Background: an optimization exercise with open tools, aiming at small area, a short achievable clock period and few clock cycles. Do not read the settings as production practice. The RTL was checked by simulation tests, not by an equivalence proof against the original design. Power and IR drop assume default switching activity.

### flow/design.v
module muisti_core #(
    parameter integer  CAP            = 64,     
    parameter integer  REG_CAP        = 8,      
    parameter integer  Q_CAP          = 8,      
    parameter [31:0]   TIMEOUT        = 32'd5000,
    parameter [31:0]   FLUSH_INTERVAL = 32'd1000
) (
    input  wire        clk,
    input  wire        rst,
    input  wire        cmd_valid,
    output wire        cmd_ready,
    input  wire [9:0]  cmd,
    input  wire [31:0] now,
    output wire        ev_valid,
    output wire [1:0]  ev_kind,        
    output wire [7:0]  ev_code,        
    output wire [95:0] ev_tag,         
    output wire [7:0]  ev_ant,
    output wire [31:0] ev_strength,    
    output wire        stop_ack_valid,
    output wire        stop_ack_ok,
    output wire        assembling
);
    localparam [7:0] S0 = 8'hA5, S1 = 8'h5A, E0 = 8'h0D, E1 = 8'h0A;
    localparam [7:0] OP_TAG_SEEN = 8'h83, OP_STOP_ACK = 8'h8D;
    localparam [3:0] W_ASM_OVERFLOW = 4'd1, W_ASM_RESYNC = 4'd2,
                     W_REJ_LENGTH = 4'd5, W_REJ_CHECKSUM = 4'd6,
                     W_REG_FULL = 4'd7, W_QUEUE_FULL = 4'd8;
    localparam [1:0] EV_WARN = 2'd0, EV_SEEN = 2'd1, EV_GONE = 2'd2;
    reg          st_idle, st_fin, st_ev2, st_chk;
    reg [6:0]    cursor;       
    reg          asm_q;
    reg [7:0]    prev;
    reg [7:0]    b2, b3, b4, b5;
    reg [7:0]    kb [7:21];    
    reg [7:0]    b61, b62, b63;
    reg [7:0]    acc;          
    reg [7:0]    ckb;          
    reg          sa_valid, sa_ok;
    reg [31:0]   last_flush;
    reg [31:0]   now_q;
    reg [7:0]    r_valid;
    reg [95:0]   r_tag  [0:7];
    reg [7:0]    r_ant  [0:7];
    reg [31:0]   r_seen [0:7];
    reg [2:0]    r_ord  [0:7];
    reg [3:0]    r_len;
    reg [95:0]   q_tag [0:7];
    reg [7:0]    q_ant [0:7];
    reg [16:0]   q_str [0:7];
    reg [3:0]    q_len;
    reg [3:0]    sp;
    reg          r_hit, q_hit;
    reg [2:0]    r_hidx, q_hidx;
    reg [3:0]    dp, pe, wr;
    reg          ev_v;
    reg [1:0]    ev_k;
    reg [3:0]    ev_c;
    reg [2:0]    ev_i;
    assign cmd_ready      = st_idle;
    assign stop_ack_valid = sa_valid;
    assign stop_ack_ok    = sa_ok;
    assign assembling     = asm_q;
    wire       accept   = cmd_valid && st_idle;
    wire [1:0] op       = cmd[9:8];
    wire [7:0] b        = cmd[7:0];
    wire       do_reset = rst || (accept && op == 2'b00);
    wire       do_byte  = accept && op == 2'b01;
    wire       do_check = accept && op == 2'b10;
    wire is_start = (prev == S0) && (b == S1);
    wire is_end   = asm_q && (prev == E0) && (b == E1);
    wire cur_ovf  = cursor[6];
    wire w_start  = do_byte && is_start;
    wire w_end    = do_byte && !is_start && is_end && !cur_ovf;
    wire w_endovf = do_byte && !is_start && is_end && cur_ovf;
    wire w_acc    = do_byte && !is_start && !is_end && asm_q && !cur_ovf;
    wire w_accovf = do_byte && !is_start && !is_end && asm_q && cur_ovf;
    wire wr_cur   = w_acc || w_end;           
    wire [31:0] flush_age = now - last_flush;
    wire        fire      = do_check && (flush_age >= FLUSH_INTERVAL);
    wire [15:0] dl       = {b2, b3};
    wire [16:0] cur_p3   = {10'd0, cursor} + 17'd3;
    wire        in_fold  = (cursor >= 7'd4) && (cursor <= 7'd60);
    wire        fold_lt  = {1'b0, dl} > cur_p3;      
    wire        fold_eq  = {1'b0, dl} == cur_p3;     
    wire        len_ok   = (cursor != 7'd3) && (dl >= 16'd3) && ({1'b0, dl} <= cur_p3);
    wire [6:0]  ci       = dl[6:0] - 7'd3;           
    wire [7:0]  xv       = ((ci > 7'd2)  ? b2  : 8'h00) ^ ((ci > 7'd3)  ? b3  : 8'h00) ^ acc ^
                           ((ci > 7'd61) ? b61 : 8'h00) ^ ((ci > 7'd62) ? b62 : 8'h00);
    reg  [7:0]  ck_byte;
    always @(*) begin
        if (ci == cursor)       ck_byte = E1;
        else case (ci)
            7'd0:    ck_byte = S0;
            7'd1:    ck_byte = S1;
            7'd2:    ck_byte = b2;
            7'd3:    ck_byte = b3;
            7'd61:   ck_byte = b61;
            7'd62:   ck_byte = b62;
            7'd63:   ck_byte = b63;
            default: ck_byte = ckb;
        endcase
    end
    wire        ck_ok    = (xv == ck_byte);
    wire        end_pass = w_end && len_ok && ck_ok;
    wire        op_tag   = (b4 == OP_TAG_SEEN);
    wire        op_stop  = (b4 == OP_STOP_ACK);
    wire [7:0]  b5_eff   = (cursor == 7'd5) ? E1 : b5;
    wire        key_wr   = wr_cur && (((cursor >= 7'd7) && (cursor <= 7'd18)) || cursor == 7'd21);
    wire        ant_wr   = wr_cur && (cursor == 7'd21);
    wire [95:0] key_tag  = {kb[7], kb[8], kb[9], kb[10], kb[11], kb[12],
                            kb[13], kb[14], kb[15], kb[16], kb[17], kb[18]};
    wire [7:0]  key_ant  = ant_wr ? b : kb[21];
    wire [15:0] rssi     = {kb[19], kb[20]};
    wire [15:0] mag      = ~rssi + 16'd1;
    wire [16:0] str5     = 17'd800 - {1'b0, mag};
    wire        out_r    = ev_v && (ev_k == EV_GONE);
    wire        out_q    = ev_v && (ev_k == EV_SEEN);
    wire [2:0]  sc_i     = ant_wr ? 3'd0 : sp[2:0];
    wire [2:0]  r_ri     = out_r ? ev_i : sc_i;
    wire [2:0]  q_ri     = out_q ? ev_i : sc_i;
    wire [95:0] r_tag_rd = r_tag[r_ri];
    wire [7:0]  r_ant_rd = r_ant[r_ri];
    wire [95:0] q_tag_rd = q_tag[q_ri];
    wire [7:0]  q_ant_rd = q_ant[q_ri];
    wire [16:0] q_str_rd = q_str[q_ri];
    assign ev_valid    = ev_v;
    assign ev_kind     = ev_k;
    assign ev_code     = {4'd0, ev_c};
    assign ev_tag      = out_r ? r_tag_rd : q_tag_rd;
    assign ev_ant      = out_r ? r_ant_rd : q_ant_rd;
    assign ev_strength = out_r ? 32'd0 : {{15{q_str_rd[16]}}, q_str_rd};
    wire        r_cmp    = r_valid[sc_i] && (r_tag_rd == key_tag) && (r_ant_rd == key_ant);
    wire        q_cmp    = ({1'b0, sc_i} < q_len) && (q_tag_rd == key_tag) && (q_ant_rd == key_ant);
    wire        arr_chg;
    wire        scan_go  = !st_chk && !out_r && !out_q &&
                           (ant_wr || (!key_wr && !sp[3]));
    wire        r_hit_now  = r_hit || (scan_go && r_cmp);
    wire        q_hit_now  = q_hit || (scan_go && q_cmp);
    wire [2:0]  r_idx_now  = (scan_go && r_cmp) ? sc_i : r_hidx;
    wire [2:0]  q_idx_now  = (scan_go && q_cmp) ? sc_i : q_hidx;
    wire        scan_done  = sp[3] || (scan_go && !ant_wr && sp == 4'd7);
    wire        fast_ok  = (cursor >= 7'd22) && scan_done;
    wire        commit   = (end_pass && op_tag && fast_ok) || (st_fin && scan_done);
    wire [31:0] seen_val = st_fin ? now_q : now;
    wire        r_full   = r_len[3];
    wire        q_full   = q_len[3];
    wire        r_app    = commit && !r_hit_now && !r_full;
    wire        q_app    = commit && !q_hit_now && !q_full;
    wire        warn7    = commit && !r_hit_now && r_full;
    wire        warn8    = commit && !q_hit_now && q_full;
    reg  [2:0]  free_slot;
    integer j;
    always @(*) begin
        free_slot = 3'd0;
        for (j = 7; j >= 0; j = j - 1)
            if (!r_valid[j]) free_slot = j[2:0];
    end
    wire        draining = st_chk && (dp < q_len);
    wire [2:0]  sw_slot  = r_ord[pe[2:0]];
    wire [31:0] sw_age   = now_q - r_seen[sw_slot];
    wire        sw_exp   = sw_age > TIMEOUT;
    wire        sweeping = st_chk && !draining && (pe < r_len);
    assign arr_chg = do_reset || commit || fire || st_chk;
    integer i;
    always @(posedge clk) begin
        ev_v <= 1'b0;
        if (do_reset) begin
            st_idle    <= 1'b1;
            st_fin     <= 1'b0;
            st_ev2     <= 1'b0;
            st_chk     <= 1'b0;
            cursor     <= 7'd0;
            asm_q      <= 1'b0;
            prev       <= 8'h00;
            for (i = 7; i <= 21; i = i + 1)
                kb[i] <= 8'h00;
            sa_valid   <= 1'b0;
            sa_ok      <= 1'b0;
            last_flush <= 32'd0;
            r_valid    <= 8'd0;
            r_len      <= 4'd0;
            q_len      <= 4'd0;
            sp         <= 4'd0;
            r_hit      <= 1'b0;
            q_hit      <= 1'b0;
        end else begin
            if (do_byte) prev <= b;
            if (wr_cur) begin
                case (cursor)
                    7'd2:  b2  <= b;
                    7'd3:  b3  <= b;
                    7'd4:  b4  <= b;
                    7'd5:  b5  <= b;
                    7'd61: b61 <= b;
                    7'd62: b62 <= b;
                    7'd63: b63 <= b;
                    default: ;
                endcase
                for (i = 7; i <= 21; i = i + 1)
                    if (cursor == i) kb[i] <= b;
                if (in_fold && fold_lt) acc <= acc ^ b;
                if (in_fold && fold_eq) ckb <= b;
            end
            if (w_accovf) b61 <= b;
            if (w_start) begin
                if (asm_q) begin
                    ev_v <= 1'b1;
                    ev_k <= EV_WARN;
                    ev_c <= W_ASM_RESYNC;
                end
                cursor <= 7'd2;
                asm_q  <= 1'b1;
                acc    <= 8'h00;
            end
            if (w_acc)    cursor <= cursor + 7'd1;
            if (w_accovf) begin
                cursor <= 7'd62;
                ev_v   <= 1'b1;
                ev_k   <= EV_WARN;
                ev_c   <= W_ASM_OVERFLOW;
            end
            if (w_endovf) begin
                cursor <= 7'd61;
                ev_v   <= 1'b1;
                ev_k   <= EV_WARN;
                ev_c   <= W_ASM_OVERFLOW;
            end
            if (w_end) begin
                cursor <= 7'd0;
                asm_q  <= 1'b0;
                now_q  <= now;
                if (!len_ok) begin
                    ev_v <= 1'b1;
                    ev_k <= EV_WARN;
                    ev_c <= W_REJ_LENGTH;
                end else if (!ck_ok) begin
                    ev_v <= 1'b1;
                    ev_k <= EV_WARN;
                    ev_c <= W_REJ_CHECKSUM;
                end else if (op_tag) begin
                    if (!fast_ok) begin
                        st_idle <= 1'b0;
                        st_fin  <= 1'b1;
                    end
                end else if (op_stop) begin
                    sa_valid <= 1'b1;
                    sa_ok    <= (b5_eff == 8'h01);
                end
            end
            if (commit) begin
                if (r_hit_now)
                    r_seen[r_idx_now] <= seen_val;
                if (r_app) begin
                    r_tag[free_slot]  <= key_tag;
                    r_ant[free_slot]  <= kb[21];
                    r_seen[free_slot] <= seen_val;
                    r_valid[free_slot] <= 1'b1;
                    r_ord[r_len[2:0]] <= free_slot;
                    r_len             <= r_len + 4'd1;
                end
                if (q_hit_now)
                    q_str[q_idx_now] <= str5;
                if (q_app) begin
                    q_tag[q_len[2:0]] <= key_tag;
                    q_ant[q_len[2:0]] <= kb[21];
                    q_str[q_len[2:0]] <= str5;
                    q_len             <= q_len + 4'd1;
                end
                if (warn7) begin
                    ev_v <= 1'b1;
                    ev_k <= EV_WARN;
                    ev_c <= W_REG_FULL;
                end else if (warn8) begin
                    ev_v <= 1'b1;
                    ev_k <= EV_WARN;
                    ev_c <= W_QUEUE_FULL;
                end
                if (warn7 && warn8) begin
                    st_idle <= 1'b0;
                    st_fin  <= 1'b0;
                    st_ev2  <= 1'b1;
                end else begin
                    st_idle <= 1'b1;
                    st_fin  <= 1'b0;
                end
            end
            if (st_ev2) begin
                ev_v    <= 1'b1;
                ev_k    <= EV_WARN;
                ev_c    <= W_QUEUE_FULL;
                st_ev2  <= 1'b0;
                st_idle <= 1'b1;
            end
            if (fire) begin
                last_flush <= now;
                now_q      <= now;
                pe         <= 4'd0;
                wr         <= 4'd0;
                if (q_len != 4'd0) begin
                    ev_v <= 1'b1;
                    ev_k <= EV_SEEN;
                    ev_i <= 3'd0;
                end
                dp <= (q_len != 4'd0) ? 4'd1 : 4'd0;
                if (q_len <= 4'd1 && r_len == 4'd0) begin
                    q_len <= 4'd0;
                end else begin
                    st_idle <= 1'b0;
                    st_chk  <= 1'b1;
                end
            end
            if (st_chk) begin
                if (draining) begin
                    ev_v <= 1'b1;
                    ev_k <= EV_SEEN;
                    ev_i <= dp[2:0];
                    dp   <= dp + 4'd1;
                    if (dp + 4'd1 == q_len && r_len == 4'd0) begin
                        q_len   <= 4'd0;
                        st_chk  <= 1'b0;
                        st_idle <= 1'b1;
                    end
                end else begin
                    if (sweeping) begin
                        if (sw_exp) begin
                            ev_v <= 1'b1;
                            ev_k <= EV_GONE;
                            ev_i <= sw_slot;
                            r_valid[sw_slot] <= 1'b0;
                        end else begin
                            r_ord[wr[2:0]] <= sw_slot;
                        end
                        pe <= pe + 4'd1;
                        wr <= wr + (sw_exp ? 4'd0 : 4'd1);
                    end
                    if (!sweeping || pe + 4'd1 == r_len) begin
                        q_len   <= 4'd0;
                        r_len   <= wr + ((sweeping && !sw_exp) ? 4'd1 : 4'd0);
                        st_chk  <= 1'b0;
                        st_idle <= 1'b1;
                    end
                end
            end
            if (arr_chg || (key_wr && !ant_wr) || (ant_wr && !scan_go)) begin
                sp    <= 4'd0;
                r_hit <= 1'b0;
                q_hit <= 1'b0;
            end else if (ant_wr) begin
                sp     <= 4'd1;
                r_hit  <= scan_go && r_cmp;
                q_hit  <= scan_go && q_cmp;
                r_hidx <= 3'd0;
                q_hidx <= 3'd0;
            end else if (scan_go) begin
                sp <= sp + 4'd1;
                if (r_cmp) begin
                    r_hit  <= 1'b1;
                    r_hidx <= sp[2:0];
                end
                if (q_cmp) begin
                    q_hit  <= 1'b1;
                    q_hidx <= sp[2:0];
                end
            end
        end
    end
endmodule
### flow/run.sh
#!/bin/bash
# synth_recipe.tcl (not shown) runs the flow's synth.tcl, then flattens the netlist and writes it again
# the make line also repeats each setting of config.mk as NAME=value (left out here)
make -C /OpenROAD-flow-scripts/flow DESIGN_CONFIG=/design/flow/config.mk WORK_HOME=/design/flow/orfs CLKGATE_MAP_FILE= SYNTH_SCRIPT=/design/flow/synth_recipe.tcl finish
### flow/config.mk
export PLATFORM = sky130hd
export DESIGN_NAME = muisti_core
export DESIGN_NICKNAME = muisti_core
export VERILOG_FILES = /design/flow/design.v
export SDC_FILE = /design/flow/constraint.sdc
export NUM_CORES = 4
export LEC_CHECK = 0
export CAP_MARGIN = 20
export CORE_MARGIN = 2
export CORE_UTILIZATION = 40
export PLACE_DENSITY = 0.6
export SLEW_MARGIN = 20
### flow/constraint.sdc
create_clock -name core_clock -period 10.0 [get_ports {clk}]
set_input_delay 2.0000 -clock core_clock [delete_from_list [all_inputs] [get_ports {clk}]]
set_output_delay 2.0000 -clock core_clock [all_outputs]
set_load 0.01 [all_outputs]
==> impl_results.md <==
- Area leader, netlist: edfxtp_1
- Drt initial violations: roughly 13k
- Tightest Pin Transition: 1.31 ns
- Maxcap violations: 0
- Final Setup Violations: 0
- Worst hold start: prev[2]
- Vias in the first global route: 82.3k
- Power Density: about 180 nW/µm²
- DRC: 0
- Crit end category: output port
- Gp weighted congestion: approximately 1.1
- Total power: roughly 23 mW
- Top post-synthesis cells by area: edfxtp_1 58%, mux2i_1 6.5%, nand2_1 4.2%, dfxtp_1 3.5%, nand3_1 1.7%
- Routed wire length: 501000 µm
- Ys flop type: edfxtp_1
- Max Clock Freq: between 0.1 and 0.15 GHz
- Via/cell ratio: 6.37
- Synthesized area: roughly 110000 µm²
- Initial Util: 40.1%
- Vias: slightly below 90k
- Tcrit/Tclk final: 94.7%
- Filler Cell Count: 25.3k
- Synth top area share: between 50 and 60%
- Clock Latency Late Sink: 0.95 ns
- Hold buffers post-CTS: 0
- Clock Sinks: 2411
- Hold Crit Endpoint: prev[2]
- Largest net degree at the start of global routing: 138
- Share of layout cells above drive strength 1: 12.7%
- Mapped Cells: 9398
- Post-CTS sizing: 0
- R2R Setup Slk: 1.63 ns
- H-tree Lvls: 5
- Rows: 196
- Top post-synthesis cells by count: 2211 x edfxtp_1, 1290 x nand2_1, 738 x mux2i_1
- Netlist cell types: roughly 110
- Routed Antenna Nets: 0
- Req. time, crit path: 8.00 ns
- Peak VDD IR: approximately 0.15 mV
- P&R area growth vs syn: 17.0%
- Post-CTS setup repair buffer count: 0
- Leak: 45.7 nW
- Multi-input logic area: between 40000 and 50000 µm²
- #FFs+latches synth: 2411
- Slew Viols, Final: 0
- Seq. cell area: 70400 µm²
- All-Layer GR Usage: 33.7%
- Post-layout min period: 9.47 ns
- Synth Area per Inst: 12.1 µm²
- Die Footprint: about 290000 µm²
- Status: complete, no violations
- First-pass DRT Iterations: 8
- Dpl hpwl: 351000 µm
- Num CTS Buffers: ~270
- Clock-pin slew on the worst setup and hold paths: 0.06 ns
- Setup Skew: roughly 0.071 ns
- Setup WS pre-CTS: 0.228 ns
- RSZ-0062 raised after global routing: false
- Crit path kind: input pin to output port
- Critical R2R Launch: cursor[1]
- CTS max path bufs: 4
- I/O Pins: 196
- Clock root cell: clkbuf_16
- FF-to-FF End: q_str[4][3]
- WP data arrival: 7.47 ns
- Most common cell in the synthesized netlist: edfxtp_1
- Worst Hold Depth: 2
- Hold Crit Class: flip-flop to flip-flop
- Ys async rst share: 0%
- WL/cell: between 30 and 40 µm
- Core area: 284000 µm²
- Total grt overflow: 0
- Slew HR: between 10% and 20%
- Startpoint Class: input pin
- Die Y: 538 µm
- Number of synthesized flops with an enable pin: 2211
- Final Hold Fails: 0
- Yosys warning count: 2
- Nets: roughly 10k
- Die width: 538 µm
- Wire length of the first global-routing pass: 678000 µm
- Port bufs: 191
- Post-synthesis sequential area ratio: 61.7%
- Worst Path Max Fanout: 33
- CTS tree: done
- Initial antenna violation count: 51
- Fin worst setup slack: 0.534 ns
- Reg2reg path depth: 20
==> worst max path at each step <==
stage	slack, ns	end	from
2_1_floorplan	-1.87	q_ant[0][0]	cmd[5]
3_3_place_gp	0.19	q_str[6][3]	cmd[9]
3_5_place_dp	0.23	q_str[6][0]	cmd[9]
4_1_cts	0.72	ev_tag[35]	cmd[9]
5_1_grt	0.61	ev_tag[35]	cmd[9]
6_report	0.53	ev_tag[35]	cmd[9]
==> final cells by class <==
type / instances / share of cell area, %
clock inverters: 150 / 1.24
repair buffers: 813 / 6.07
flip-flops and latches: 2411 / 52.8
inverters: 214 / 0.603
clock buffers: 343 / 5.37
multi-input cells: 6104 / 30.4
well taps: 3762 / 3.53
diodes: 30 / 0.0563
==> logic make-up after synthesis <==
kind of cell             count (synthesis)  synth area share [%]
AO/OA/AOI/OAI                         1824                  11.3
XOR/XNOR                               310                  2.43
adder cells (fa/ha/maj)                113                  1.25
buffers and inverters                  886                  3.31
flip-flops                            2411                  61.7
multiplexers                           856                  7.71
other                                    1               0.00329
AND/OR/NAND/NOR                       2997                  12.2
==> state kept, by name, indices dropped and copies added (netlist names), 8 cells and up, named ones only <==
signal / flops
r_valid: 8
b3: 8
ckb: 8
b4: 8
q_str: 136
b2: 8
prev: 8
acc: 8
b63: 8
b5: 8
b61: 8
r_ord: 24
q_tag: 768
q_ant: 64
r_seen: 256
last_flush: 32
r_tag: 768
r_ant: 64
b62: 8
kb: 120
now_q: 32
==> cell usage in the layout (no fill, tap or decap), drive strengths merged, types with 200 or more instances in the layout <==
master	instances
edfxtp	2211
nand2	1291
mux2i	738
buf	632
nor2	487
nand3	399
a21oi	347
clkbuf	343
inv	229
xnor2	223
dfxtp	200
==> metal layers <==
layer	part of all wire [%]	global-route usage [%]	wire (µm)	vias up
li1	-	-	-	36600
met3	11	9.09	54900	1276
met2	44	50.7	219000	5964
met5	0.033	0	166	-
met4	7.9	22.7	39400	26
met1	37	42.7	187000	44200
==> worst max-delay path: stages <==
cell and delay [ns]:
clkdlybuf4s50_1 0.49, and4b_1 0.55, nand4_2 0.37, a22o_1 0.51, nor2_4 0.66, buf_12 0.34
buf_4 0.32, a21oi_1 0.10, a22oi_1 0.66, a21boi_0 0.38, a21oi_1 0.38, clkdlybuf4s50_1 0.61
==> metrics by stage <==
step	instance area, µm²	utilization (%)	std cells	hold WS (ns)	setup TNS (ns)
final	133000	46.9	13800	0.465	0
after detailed placement	125000	43.8	13300	0.457	0
after CTS	133000	46.9	13800	0.466	0
after global routing	133000	46.9	13800	0.493	0
after global placement	125000	43.8	13300	0.438	0
after floorplan	114000	-	9401	0.431	-1915.36
==> report_power, final <==
part           switching, mW  internal (mW)  total [mW]
Sequential            0.0226           10.9        10.9
Combinational           1.66          0.767        2.43
Clock                   4.38           5.70        10.1
Testbench counts, summed over its fixed seeds: cycles 37,623.

-- afterwards: timing with drivers on the ports --
No port has a modelled driver above. Below, the same layout with a new extraction and two added sets of constraints. Step 1 assumes that a clkbuf_16 drives the clock port and a buf_2 every other input. Step 2 adds t to the input delays and takes it off the output delays; t is the mean of the earliest and latest rising clock arrival at the registers after step 1. Input paths then give back, and output paths get back, about the clock's delay inside the block. Slacks: no drivers / after step 1 / after step 2; pairs: no drivers / after step 1.
t (ns): 1.020
slack for setup (ns): 0.534 / 0.504 / -0.102
worst register clock-pin slew, ns: 0.07 / 0.07
pins driven straight from the clock port: 1
With both steps, setup timing fails in this run, where it was met with ideal ports. For this run, drivers alone change the setup slack by -0.030 ns; drivers and shift together by -0.636 ns.
